Source: an optimization exercise on an open RTL-to-GDS flow (aim: a short achievable clock period and few clock cycles). Production flows keep margins and buffers that such runs may drop.
Function was checked by simulation only, so behaviour that the tests miss may differ from the original.
Power and IR drop assume default switching activity.

===== flow/config.mk =====
export PLATFORM = sky130hd
export DESIGN_NAME = t1_block_enc
export DESIGN_NICKNAME = t1_block_enc
export VERILOG_FILES = /design/flow/design.v
export SDC_FILE = /design/flow/constraint.sdc
export NUM_CORES = 4
export LEC_CHECK = 0
export CAP_MARGIN = 20
export CORE_MARGIN = 2
export CORE_UTILIZATION = 30
export PLACE_DENSITY = 0.45
export SLEW_MARGIN = 20

===== flow/run.sh =====
#!/bin/bash
# synth_recipe.tcl (not shown) runs the flow's synth.tcl, then flattens the netlist and writes it again
# the make line also repeats each setting of config.mk as NAME=value (left out here)
make -C /OpenROAD-flow-scripts/flow DESIGN_CONFIG=/design/flow/config.mk WORK_HOME=/design/flow/orfs CLKGATE_MAP_FILE= SYNTH_SCRIPT=/design/flow/synth_recipe.tcl finish

===== flow/design.v =====
module t1_block_enc (
    input  wire       clk,
    input  wire       rst,           
    input  wire       wr_en,
    input  wire [2:0] wr_x,
    input  wire [2:0] wr_y,
    input  wire [9:0] wr_mag,
    input  wire       wr_sign,       
    input  wire       start,
    input  wire [3:0] cfg_w,         
    input  wire [3:0] cfg_h,         
    input  wire [1:0] cfg_orient,    
    output wire       busy,
    output reg  [3:0] nbp,           
    output wire       out_valid,
    input  wire       out_ready,
    output wire [4:0] out_ctx,       
    output wire       out_bit,
    output wire       out_end        
);
    localparam K_SPP = 2'd0;
    localparam K_MRP = 2'd1;
    localparam K_CUP = 2'd2;
    localparam QD = 8;               
    localparam NS = 12;              
    localparam DW = NS * 6 + 2;      
    integer i, j, k, xx, ss;
    reg [9:0]  mag [0:63];
    reg [63:0] sgn;
    reg [63:0] sig;
    reg [63:0] vis;
    reg [63:0] refd;
    reg [63:0] bp;            
    reg        busy_q;
    reg        prep;          
    reg        eng;           
    reg [1:0]  kind;
    reg [3:0]  plane;
    reg [7:0]  xs;            
    reg        st;            
    reg [3:0]  w, h;
    reg [1:0]  orient;
    assign busy = busy_q;
    reg  [9:0]  mag_or;
    reg  [3:0]  nbp_calc;
    always @(*) begin
        mag_or = 10'd0;
        for (i = 0; i < 8; i = i + 1)
            for (j = 0; j < 8; j = j + 1)
                if (j < w && i < h)
                    mag_or = mag_or | mag[i * 8 + j];
        nbp_calc = 4'd0;
        for (i = 0; i < 10; i = i + 1)
            if (mag_or[i]) nbp_calc = i[3:0] + 4'd1;
    end
    function automatic [63:0] plane_bits(input [3:0] pl);
        integer c;
        begin
            for (c = 0; c < 64; c = c + 1)
                plane_bits[c] = (pl < 4'd10) ? mag[c][pl] : 1'b0;
        end
    endfunction
    reg [17:0] wsig, wsgn;
    reg [3:0]  csig, cvis, cref, cbp, csgn;
    always @(*) begin
        wsig = 18'd0;
        wsgn = 18'd0;
        csig = 4'd0; cvis = 4'd0; cref = 4'd0; cbp = 4'd0; csgn = 4'd0;
        for (ss = 0; ss < 2; ss = ss + 1)
            for (xx = 0; xx < 8; xx = xx + 1)
                if (xs[xx] && (st == ss[0])) begin
                    for (j = 0; j < 6; j = j + 1)
                        for (i = 0; i < 3; i = i + 1)
                            if (ss * 4 - 1 + j >= 0 && ss * 4 - 1 + j < 8 &&
                                xx - 1 + i >= 0 && xx - 1 + i < 8) begin
                                wsig[j * 3 + i] = sig[(ss * 4 - 1 + j) * 8 + xx - 1 + i];
                                wsgn[j * 3 + i] = sgn[(ss * 4 - 1 + j) * 8 + xx - 1 + i];
                            end
                    for (j = 0; j < 4; j = j + 1) begin
                        csig[j] = sig[(ss * 4 + j) * 8 + xx];
                        cvis[j] = vis[(ss * 4 + j) * 8 + xx];
                        cref[j] = refd[(ss * 4 + j) * 8 + xx];
                        cbp[j]  = bp[(ss * 4 + j) * 8 + xx];
                        csgn[j] = sgn[(ss * 4 + j) * 8 + xx];
                    end
                end
    end
    function automatic [4:0] sig_ctx(input [1:0] hc, input [1:0] vc, input [2:0] d,
                                     input [1:0] o);
        reg [1:0] a, c;
        reg [2:0] hv;
        begin
            if (o == 2'd3) begin
                hv = {1'b0, hc} + {1'b0, vc};
                if (d >= 3'd3)                 sig_ctx = 5'd8;
                else if (d == 3'd2)            sig_ctx = (hv >= 3'd1) ? 5'd7 : 5'd6;
                else if (d == 3'd1)            sig_ctx = (hv >= 3'd2) ? 5'd5 : (hv == 3'd1) ? 5'd4 : 5'd3;
                else                           sig_ctx = (hv >= 3'd2) ? 5'd2 : (hv == 3'd1) ? 5'd1 : 5'd0;
            end else begin
                if (o == 2'd1) begin a = vc; c = hc; end
                else           begin a = hc; c = vc; end
                if (a == 2'd2)                 sig_ctx = 5'd8;
                else if (a == 2'd1)            sig_ctx = (c != 2'd0) ? 5'd7 : (d != 3'd0) ? 5'd6 : 5'd5;
                else if (c == 2'd2)            sig_ctx = 5'd4;
                else if (c == 2'd1)            sig_ctx = 5'd3;
                else                           sig_ctx = (d >= 3'd2) ? 5'd2 : (d == 3'd1) ? 5'd1 : 5'd0;
            end
        end
    endfunction
    function automatic [1:0] sgn_sum(input s1, input n1, input s2, input n2);
        reg [2:0] t;
        begin
            t = (s1 ? (n1 ? 3'b111 : 3'b001) : 3'b000)
              + (s2 ? (n2 ? 3'b111 : 3'b001) : 3'b000);
            sgn_sum = (t == 3'b000) ? 2'b00 : t[2] ? 2'b11 : 2'b01;
        end
    endfunction
    function automatic [5:0] sgn_ctx(input [1:0] hcl, input [1:0] vcl);
        reg [4:0] lab;
        reg       xb;
        begin
            if (hcl == 2'b00) begin
                lab = (vcl == 2'b00) ? 5'd9 : 5'd10;
                xb  = (vcl == 2'b11);
            end else begin
                lab = (vcl == 2'b00) ? 5'd12 : (vcl == hcl) ? 5'd13 : 5'd11;
                xb  = (hcl == 2'b11);
            end
            sgn_ctx = {xb, lab};
        end
    endfunction
    wire [3:0] y0      = {st, 3'b000} >> 1;          
    wire [3:0] xnum;
    assign xnum = xs[0] ? 4'd0 : xs[1] ? 4'd1 : xs[2] ? 4'd2 : xs[3] ? 4'd3 :
                  xs[4] ? 4'd4 : xs[5] ? 4'd5 : xs[6] ? 4'd6 : 4'd7;
    wire       last_col  = (xnum + 4'd1 >= w);
    wire       last_strp = st || (h <= 4'd4);
    wire       pass_end  = last_col && last_strp;
    wire       final_col = pass_end && (kind == K_CUP) && (plane == 4'd0);
    reg [3:0]  rowv;          
    reg        rl;            
    reg [2:0]  rfirst;
    reg [3:0]  nsig;          
    reg [3:0]  sv, gv;        
    reg [4:0]  sctx [0:3];
    reg [5:0]  gctx [0:3];
    reg [4:0]  rctx [0:3];
    reg        nn, ns, ne, nw, nne, nnw, nse, nsw, nsn;
    reg [1:0]  hc, vc, hcl, vcl;
    reg [2:0]  dc;
    reg        anyn;
    reg [NS-1:0] dmask;
    reg [DW-1:0] ddata;
    always @(*) begin
        for (j = 0; j < 4; j = j + 1)
            rowv[j] = ({1'b0, y0[2:0]} + j) < h;
        rl = (kind == K_CUP) && rowv[3] && (wsig == 18'd0) && (cvis == 4'd0);
        rfirst = cbp[0] ? 3'd0 : cbp[1] ? 3'd1 : cbp[2] ? 3'd2 : cbp[3] ? 3'd3 : 3'd4;
        for (j = 0; j < 4; j = j + 1) begin
            nn  = (j == 0) ? wsig[1] : nsig[j - 1];
            nsn = (j == 0) ? wsgn[1] : csgn[j - 1];
            ns  = wsig[(j + 2) * 3 + 1];
            nw  = wsig[(j + 1) * 3 + 0];
            ne  = wsig[(j + 1) * 3 + 2];
            nnw = wsig[j * 3 + 0];
            nne = wsig[j * 3 + 2];
            nsw = wsig[(j + 2) * 3 + 0];
            nse = wsig[(j + 2) * 3 + 2];
            hc  = {1'b0, nw} + {1'b0, ne};
            vc  = {1'b0, nn} + {1'b0, ns};
            dc  = {2'b0, nnw} + {2'b0, nne} + {2'b0, nsw} + {2'b0, nse};
            anyn = nn | ns | nw | ne | nnw | nne | nsw | nse;
            sctx[j] = sig_ctx(hc, vc, dc, orient);
            rctx[j] = cref[j] ? 5'd16 : anyn ? 5'd15 : 5'd14;
            hcl = sgn_sum(nw, wsgn[(j + 1) * 3 + 0], ne, wsgn[(j + 1) * 3 + 2]);
            vcl = sgn_sum(nn, nsn, ns, wsgn[(j + 2) * 3 + 1]);
            gctx[j] = sgn_ctx(hcl, vcl);
            case (kind)
                K_SPP: begin
                    sv[j] = rowv[j] && !csig[j] && !cvis[j] && anyn;
                    gv[j] = sv[j] && cbp[j];
                end
                K_MRP: begin
                    sv[j] = rowv[j] && csig[j] && !cvis[j];
                    gv[j] = 1'b0;
                end
                default: begin
                    sv[j] = rowv[j] && !csig[j] && !cvis[j] && !(rl && j <= rfirst);
                    gv[j] = (sv[j] && cbp[j]) || (rl && j == rfirst);
                end
            endcase
            nsig[j] = csig[j] | gv[j];
        end
        dmask = {NS{1'b0}};
        ddata = {DW{1'b0}};
        dmask[0] = rl;
        dmask[1] = rl && !rfirst[2];
        dmask[2] = rl && !rfirst[2];
        ddata[0 * 6 +: 6] = {5'd18, !rfirst[2]};
        ddata[1 * 6 +: 6] = {5'd17, rfirst[1]};
        ddata[2 * 6 +: 6] = {5'd17, rfirst[0]};
        for (j = 0; j < 4; j = j + 1) begin
            dmask[3 + 2 * j] = sv[j];
            dmask[4 + 2 * j] = gv[j];
            ddata[(3 + 2 * j) * 6 +: 6] = {(kind == K_MRP) ? rctx[j] : sctx[j], cbp[j]};
            ddata[(4 + 2 * j) * 6 +: 6] = {gctx[j][4:0], csgn[j] ^ gctx[j][5]};
        end
        dmask[11] = pass_end;
        ddata[11 * 6 +: 6] = {3'd0, kind, 1'b0};
        ddata[NS * 6 +: 2] = {final_col, 1'b0};
    end
    reg [NS-1:0] qmask [0:QD-1];
    reg [DW-1:0] qdata [0:QD-1];
    reg [2:0]    wp, rp;
    reg [3:0]    qcnt;
    wire eng_step = eng && (qcnt != QD);
    wire push     = eng_step && (dmask != {NS{1'b0}});
    reg [NS-1:0] dm;
    reg [DW-1:0] dd;
    reg          o_valid, o_end, o_bit, o_last;
    reg [4:0]    o_ctx;
    assign out_valid = o_valid;
    assign out_ctx   = o_ctx;
    assign out_bit   = o_bit;
    assign out_end   = o_end;
    wire fire   = o_valid && out_ready;
    wire o_free = !o_valid || out_ready;
    reg [NS-1:0] pick;        
    reg [5:0]    psym;
    always @(*) begin
        pick = dm & (~dm + 1'b1);
        psym = 6'd0;
        for (k = 0; k < NS; k = k + 1)
            if (pick[k]) psym = psym | dd[k * 6 +: 6];
    end
    wire d_any    = (dm != {NS{1'b0}});
    wire take     = o_free && d_any;
    wire d_single = ((dm & (dm - 1'b1)) == {NS{1'b0}});
    wire d_free   = !d_any || (take && d_single);
    wire pop      = d_free && (qcnt != 4'd0);
    always @(posedge clk) begin
        if (rst) begin
            busy_q  <= 1'b0;
            prep    <= 1'b0;
            eng     <= 1'b0;
            nbp     <= 4'd0;
            kind    <= K_CUP;
            plane   <= 4'd0;
            xs      <= 8'd1;
            st      <= 1'b0;
            w       <= 4'd1;
            h       <= 4'd1;
            orient  <= 2'd0;
            wp      <= 3'd0;
            rp      <= 3'd0;
            qcnt    <= 4'd0;
            dm      <= {NS{1'b0}};
            o_valid <= 1'b0;
            o_end   <= 1'b0;
            o_bit   <= 1'b0;
            o_ctx   <= 5'd0;
            o_last  <= 1'b0;
        end else begin
            if (!busy_q) begin
                if (wr_en) begin
                    mag[{wr_y, wr_x}] <= wr_mag;
                    sgn[{wr_y, wr_x}] <= wr_sign;
                end
                if (start) begin
                    w      <= cfg_w;
                    h      <= cfg_h;
                    orient <= cfg_orient;
                    busy_q <= 1'b1;
                    prep   <= 1'b1;
                    sig    <= 64'd0;
                    vis    <= 64'd0;
                    refd   <= 64'd0;
                end
            end
            if (prep) begin
                prep  <= 1'b0;
                nbp   <= nbp_calc;
                kind  <= K_CUP;
                plane <= nbp_calc - 4'd1;
                bp    <= plane_bits(nbp_calc - 4'd1);
                xs    <= 8'd1;
                st    <= 1'b0;
                eng   <= (nbp_calc != 4'd0);
                if (nbp_calc == 4'd0) busy_q <= 1'b0;
            end
            if (eng_step) begin
                for (ss = 0; ss < 2; ss = ss + 1)
                    for (xx = 0; xx < 8; xx = xx + 1)
                        if (xs[xx] && st == ss[0])
                            for (j = 0; j < 4; j = j + 1) begin
                                sig[(ss * 4 + j) * 8 + xx] <= nsig[j];
                                case (kind)
                                    K_SPP: vis[(ss * 4 + j) * 8 + xx] <= cvis[j] | sv[j];
                                    K_MRP: refd[(ss * 4 + j) * 8 + xx] <= cref[j] | sv[j];
                                    default: vis[(ss * 4 + j) * 8 + xx] <= 1'b0;
                                endcase
                            end
                if (!last_col) begin
                    xs <= {xs[6:0], 1'b0};
                end else begin
                    xs <= 8'd1;
                    st <= !last_strp;
                end
                if (pass_end) begin
                    case (kind)
                        K_SPP: kind <= K_MRP;
                        K_MRP: kind <= K_CUP;
                        default: begin
                            kind <= K_SPP;
                            if (plane == 4'd0) eng <= 1'b0;
                            else begin
                                plane <= plane - 4'd1;
                                bp    <= plane_bits(plane - 4'd1);
                            end
                        end
                    endcase
                end
            end
            if (push) wp <= wp + 3'd1;
            if (pop)  rp <= rp + 3'd1;
            qcnt <= qcnt + {3'd0, push} - {3'd0, pop};
            if (pop) begin
                dm <= qmask[rp];
                dd <= qdata[rp];
            end else if (take) begin
                dm <= dm & ~pick;
            end
            if (o_free) begin
                o_valid <= d_any;
                o_ctx   <= psym[5:1];
                o_bit   <= psym[0];
                o_end   <= pick[NS - 1];
                o_last  <= pick[NS - 1] && dd[NS * 6 + 1];
            end
            if (fire && o_last) busy_q <= 1'b0;
        end
        if (push) begin
            qmask[wp] <= dmask;
            qdata[wp] <= ddata;
        end
    end
endmodule

===== flow/constraint.sdc =====
create_clock -name core_clock -period 12.0 [get_ports {clk}]
set_input_delay 2.4000 -clock core_clock [delete_from_list [all_inputs] [get_ports {clk}]]
set_output_delay 2.4000 -clock core_clock [all_outputs]
set_load 0.01 [all_outputs]

==> notes.md <==
-- worst min-delay path, cell delays in order (launching register included) --
cell and delay [ps]:
sky130_fd_sc_hd__dfxtp_1 310, sky130_fd_sc_hd__nand2_1 50, sky130_fd_sc_hd__a21oi_1 50
-- stage by stage --
step           total power (W)  setup slack (ps)  instance area (um^2)  setup TNS (ps)  hold WS, ps
6_report                0.0163               931                 90300               0          464
3_3_place_gp            0.0108              1260                 84300               0          450
5_1_grt                 0.0168               400                 90200               0          486
4_1_cts                 0.0164              1020                 90200               0          464
3_5_place_dp            0.0108              1120                 84300               0          455
2_1_floorplan          0.00905              -709                 79400         -161690          432
-- cell families (layout without fill, tap and decap cells) --
kind of cell,count (synthesis),count (layout)
AOI/OAI and AO/OA,1945,1945
and+or+nand+nor,1815,1815
DFF,1528,1528
buffers and inverters,611,697
muxes,515,515
adders and majority gates,80,80
xor gates and xnor gates,23,23
other,0,27
-- Yosys cell counts, types with 16 or more instances --
library cell,n,area [um^2]
sky130_fd_sc_hd__clkbuf_1,347,1300
sky130_fd_sc_hd__o31ai_1,16,120
sky130_fd_sc_hd__edfxtp_1,1462,43900
sky130_fd_sc_hd__buf_1,74,278
sky130_fd_sc_hd__buf_2,76,380
sky130_fd_sc_hd__inv_1,98,368
sky130_fd_sc_hd__o211ai_1,51,383
sky130_fd_sc_hd__o221ai_1,29,254
sky130_fd_sc_hd__dfxtp_1,66,1320
sky130_fd_sc_hd__a22oi_1,137,1030
sky130_fd_sc_hd__mux2_2,70,788
sky130_fd_sc_hd__a221oi_1,75,657
sky130_fd_sc_hd__nor3_1,89,445
sky130_fd_sc_hd__nand3b_1,22,165
sky130_fd_sc_hd__o22ai_1,111,694
sky130_fd_sc_hd__nand2b_1,48,300
sky130_fd_sc_hd__mux2i_1,192,1920
sky130_fd_sc_hd__nor2b_1,94,588
sky130_fd_sc_hd__a32o_1,29,290
sky130_fd_sc_hd__nor4_1,33,206
sky130_fd_sc_hd__o32ai_1,17,149
sky130_fd_sc_hd__ha_1,54,676
sky130_fd_sc_hd__nand4_1,90,563
sky130_fd_sc_hd__and2_1,34,213
sky130_fd_sc_hd__nor3b_1,20,150
sky130_fd_sc_hd__and3_1,88,551
sky130_fd_sc_hd__mux4_2,253,5700
sky130_fd_sc_hd__nand3_1,267,1340
sky130_fd_sc_hd__a222oi_1,16,160
sky130_fd_sc_hd__nor2_1,429,1610
sky130_fd_sc_hd__or2_2,21,131
sky130_fd_sc_hd__a32oi_1,30,263
sky130_fd_sc_hd__a31oi_1,155,970
sky130_fd_sc_hd__a21o_1,44,330
sky130_fd_sc_hd__o21a_1,18,135
sky130_fd_sc_hd__a211oi_1,42,315
sky130_fd_sc_hd__a22o_1,88,771
sky130_fd_sc_hd__nand2_1,485,1820
sky130_fd_sc_hd__o2111ai_1,64,561
sky130_fd_sc_hd__fa_1,19,380
sky130_fd_sc_hd__a221o_1,34,340
sky130_fd_sc_hd__o21ai_0,356,1780
sky130_fd_sc_hd__or3_1,30,188
sky130_fd_sc_hd__a21oi_1,440,2200
-- state kept, by name (all words and copies together) (netlist names), 5 cells and up, named ones only --
signal,count
refd,64
dd,46
vis,64
o_ctx,5
sgn,64
qdata,368
dm,12
bp,64
xs,8
mag,640
sig,64
qmask,88
-- where the power goes --
group | total (W) | internal (W) | switching (W)
sequential | 0.00673 | 0.00634 | 0.000386
combinational | 0.00401 | 0.00138 | 0.00264
clock | 0.00558 | 0.00320 | 0.00238
-- path summary, 6_finish.rpt --
path               from  endpoint  cells past startpoint
hold reg to reg   o_end     o_end                      2
setup reg to reg  xs[3]   qcnt[2]                     39
hold / removal    o_end     o_end                      2
setup / recovery  xs[3]   qcnt[2]                     39
-- per-layer routing --
metal | global-route usage [%] | wire length (um) | share of wire [%]
met5 | 0 | 220 | 0.056
met4 | 16.3 | 26400 | 6.7
met3 | 6.57 | 39800 | 10
met2 | 42.4 | 172000 | 43
met1 | 38.0 | 158000 | 40
-- final cells by class --
type,instances,area (um^2)
diodes,27,67.6
clock buffers,223,4680
clock inverters,106,1200
fillers,25800,172000
inverters,104,403
multi-input cells,4378,32100
flip-flops and latches,1528,45300
well taps,3515,4400
repair buffers,264,2180
==> notes.md <==
# TYPE chip_impl_metric gauge
chip_impl_info{name="status",value="no timing/DRC/antenna violations"} 1
chip_impl_info{name="cts_root_buf",value="sky130_fd_sc_hd__clkbuf_16"} 1
chip_impl_metric{name="postCtsSetupRepairBufs",unit=""} 0
chip_impl_metric{name="pin_count_of_the_biggest_net_entering_global_routing",unit=""} 117
chip_impl_metric{name="final_cell_count_no_fill",unit=""} 10100
chip_impl_metric{name="cts_made_buffers",unit=""} 176
chip_impl_metric{name="std_cell_rows",unit=""} 188
chip_impl_metric{name="avgSynthCellArea",unit="um^2"} 12.2
chip_impl_metric{name="finalWeightedCongestion",unit=""} 1.02
chip_impl_metric{name="final_core_utilization",unit="%"} 34.4
chip_impl_info{name="critical_path.slowest_cell",value="sky130_fd_sc_hd__dfxtp_4"} 1
chip_impl_metric{name="routed_wirelength",unit="mm"} 396
chip_impl_metric{name="global_route.usage.total",unit="%"} 28.5
chip_impl_metric{name="synth.cell_area",unit="um^2"} 79400
chip_impl_metric{name="grt_overflow_total",unit=""} 0
chip_impl_metric{name="place.detailed.instances",unit=""} 9786
chip_impl_metric{name="rrSetupSlack",unit="ps"} 930
chip_impl_metric{name="p_per_area",unit="nW/um^2"} 181
chip_impl_metric{name="seq_area_frac_synth",unit="%"} 56.9
chip_impl_info{name="grt_setup_unrepaired",value="no"} 1
chip_impl_metric{name="post_cts_resize_count",unit=""} 0
chip_impl_metric{name="power_leakage",unit="nW"} 29.0
chip_impl_metric{name="finalCriticalPeriod",unit="ps"} 11070
chip_impl_metric{name="clk_slew_on_worst_s_h_paths",unit="ps"} 60
chip_impl_metric{name="yosys.area_share.xor_xnor",unit="%"} 0.254
chip_impl_metric{name="drt_pre_antenna_iters",unit=""} 7
chip_impl_metric{name="core_area",unit="um^2"} 263000
chip_impl_metric{name="synth_compound_gate_area_share",unit="%"} 16.6
chip_impl_metric{name="post_synth_fa_ha_maj_area_fraction",unit="%"} 1.42
chip_impl_metric{name="die_outline_area",unit="um^2"} 269000
chip_impl_metric{name="avgViaCountPerCell",unit=""} 6.38
chip_impl_metric{name="die_h",unit="um"} 519
chip_impl_metric{name="mappedNetlistNets",unit=""} 6622
chip_impl_metric{name="synth-edff-count",unit=""} 1462
chip_impl_metric{name="highest_clock_frequency_the_design_can_meet",unit="MHz"} 90.3
chip_impl_info{name="critPathKind",value="flip-flop to flip-flop"} 1
chip_impl_metric{name="worstSkewPairLatency",unit="ps"} 870
chip_impl_metric{name="required",unit="ps"} 12690
chip_impl_metric{name="floorplan.initialDensity",unit="%"} 30.2
chip_impl_metric{name="synth_seq_cells",unit=""} 1528
chip_impl_metric{name="fin_worst_skew",unit="ps"} 71.4
chip_impl_metric{name="first_global_vias",unit=""} 60900
chip_impl_metric{name="fp.dieW",unit="um"} 519
chip_impl_metric{name="worst-slew-pin-transition",unit="ps"} 1240
chip_impl_metric{name="postRouteAntennaNets",unit=""} 0
chip_impl_info{name="most_common_flop_cell_mapped_by_yosys",value="sky130_fd_sc_hd__edfxtp_1"} 1
chip_impl_metric{name="dp_hpwl",unit="mm"} 269
chip_impl_metric{name="vias",unit=""} 64800
chip_impl_metric{name="grt_first_pass_wirelength",unit="mm"} 536
chip_impl_info{name="most_common_library_cell_in_the_layout_ignoring_fill_and_taps",value="sky130_fd_sc_hd__edfxtp_1"} 1
chip_impl_metric{name="clock_tree.buffer_depth",unit=""} 3
chip_impl_metric{name="tritoncts_num_sinks",unit=""} 1528
chip_impl_metric{name="synthesized_instance_count",unit=""} 6517
chip_impl_info{name="synth_top_family_by_area",value="compound AO/OA/AOI/OAI gates"} 1
chip_impl_metric{name="layout_worst_path_cycle_share",unit="%"} 92.2
chip_impl_metric{name="area_growth_syn_to_layout",unit="%"} 13.7
chip_impl_info{name="worst_setup_end_kind",value="flip-flop"} 1
chip_impl_metric{name="ys_types",unit=""} 102
chip_impl_metric{name="cts-hold-fix-buffers",unit=""} 0
chip_impl_metric{name="port_buffer_count",unit=""} 44
chip_impl_metric{name="report.final.hold_viol_count",unit=""} 0
chip_impl_metric{name="cts_htree_levels",unit=""} 4
chip_impl_info{name="tritoncts",value="done"} 1
chip_impl_info{name="critical_path.top_delay_family",value="simple AND/OR/NAND/NOR gates"} 1
chip_impl_metric{name="layout-drive-gt1-share",unit="%"} 14.2
chip_impl_metric{name="cp_max_fo",unit=""} 69
chip_impl_info{name="hold_path_class",value="flip-flop to flip-flop"} 1
chip_impl_metric{name="design.portCount",unit=""} 45
chip_impl_metric{name="avgRoutedWirePerCell",unit="um"} 39.1
chip_impl_info{name="most-common-layout-cells",value="sky130_fd_sc_hd__edfxtp_1 (1462), sky130_fd_sc_hd__nand2_1 (484), sky130_fd_sc_hd__a21oi_1 (437), sky130_fd_sc_hd__nor2_1 (421), sky130_fd_sc_hd__o21ai_0 (354)"} 1
chip_impl_metric{name="yosys.area_share.simple",unit="%"} 11.2
chip_impl_metric{name="antenna_found_initial",unit=""} 38
chip_impl_metric{name="timing.critical_path.slowest_cell_delay",unit="ps"} 920
chip_impl_metric{name="cap_violations",unit=""} 0
chip_impl_metric{name="worstPathArrival",unit="ps"} 11760
chip_impl_info{name="startpoint_type",value="flip-flop"} 1
chip_impl_metric{name="synthArstFlopShare",unit="%"} 0
chip_impl_metric{name="relative_slew_margins",unit="%"} 16.6
chip_impl_metric{name="synth-warning-count",unit=""} 4
chip_impl_metric{name="count_of_buffering_cells_on_the_critical_path_with_inverters_included",unit=""} 6
chip_impl_metric{name="finalSetupViolCount",unit=""} 0
chip_impl_metric{name="irDropWorstVdd",unit="uV"} 161
chip_impl_metric{name="detail_route.drc_violations",unit=""} 0
chip_impl_metric{name="finish.net_count",unit=""} 6557
chip_impl_metric{name="timing_max_transition_violations_final",unit=""} 0
chip_impl_metric{name="drt_iter0_drc",unit=""} 9693
chip_impl_info{name="worst_path_most_repeated_cell",value="sky130_fd_sc_hd__nor2_1"} 1
chip_impl_metric{name="proportion_of_synthesized_area_in_mux_cells",unit="%"} 10.6
Testbench counts, summed over its fixed seeds: cycles 130,021.

-- afterwards: timing with drivers on the ports --
No port has a modelled driver above. Below, the same layout with a new extraction and two added sets of constraints. Step 1 (the two cells are an assumption about what drives the block):
set clk [get_ports {clk}]
set_driving_cell -lib_cell sky130_fd_sc_hd__clkbuf_16 $clk
set_driving_cell -lib_cell sky130_fd_sc_hd__buf_2 [delete_from_list [all_inputs] $clk]
Step 2 adds t to the input delays and takes it off the output delays; t is the mean of the earliest and latest rising clock arrival at the registers after step 1. Input paths then give back, and output paths get back, about the clock's delay inside the block. a / b / c = no drivers / after step 1 / after step 2; a / b = the first two.
shift t [ns]: 0.939
setup WS [ns]: 0.931 / 0.931 / 0.931
hold WS [ns]: 0.464 / 0.464 / 0.464
worst slew at a driven data input, ns: 0.09
After both steps setup and hold are still met in this run. The setup slack of this run moves by 0.000 ns with the drivers and by 0.000 ns with both steps.
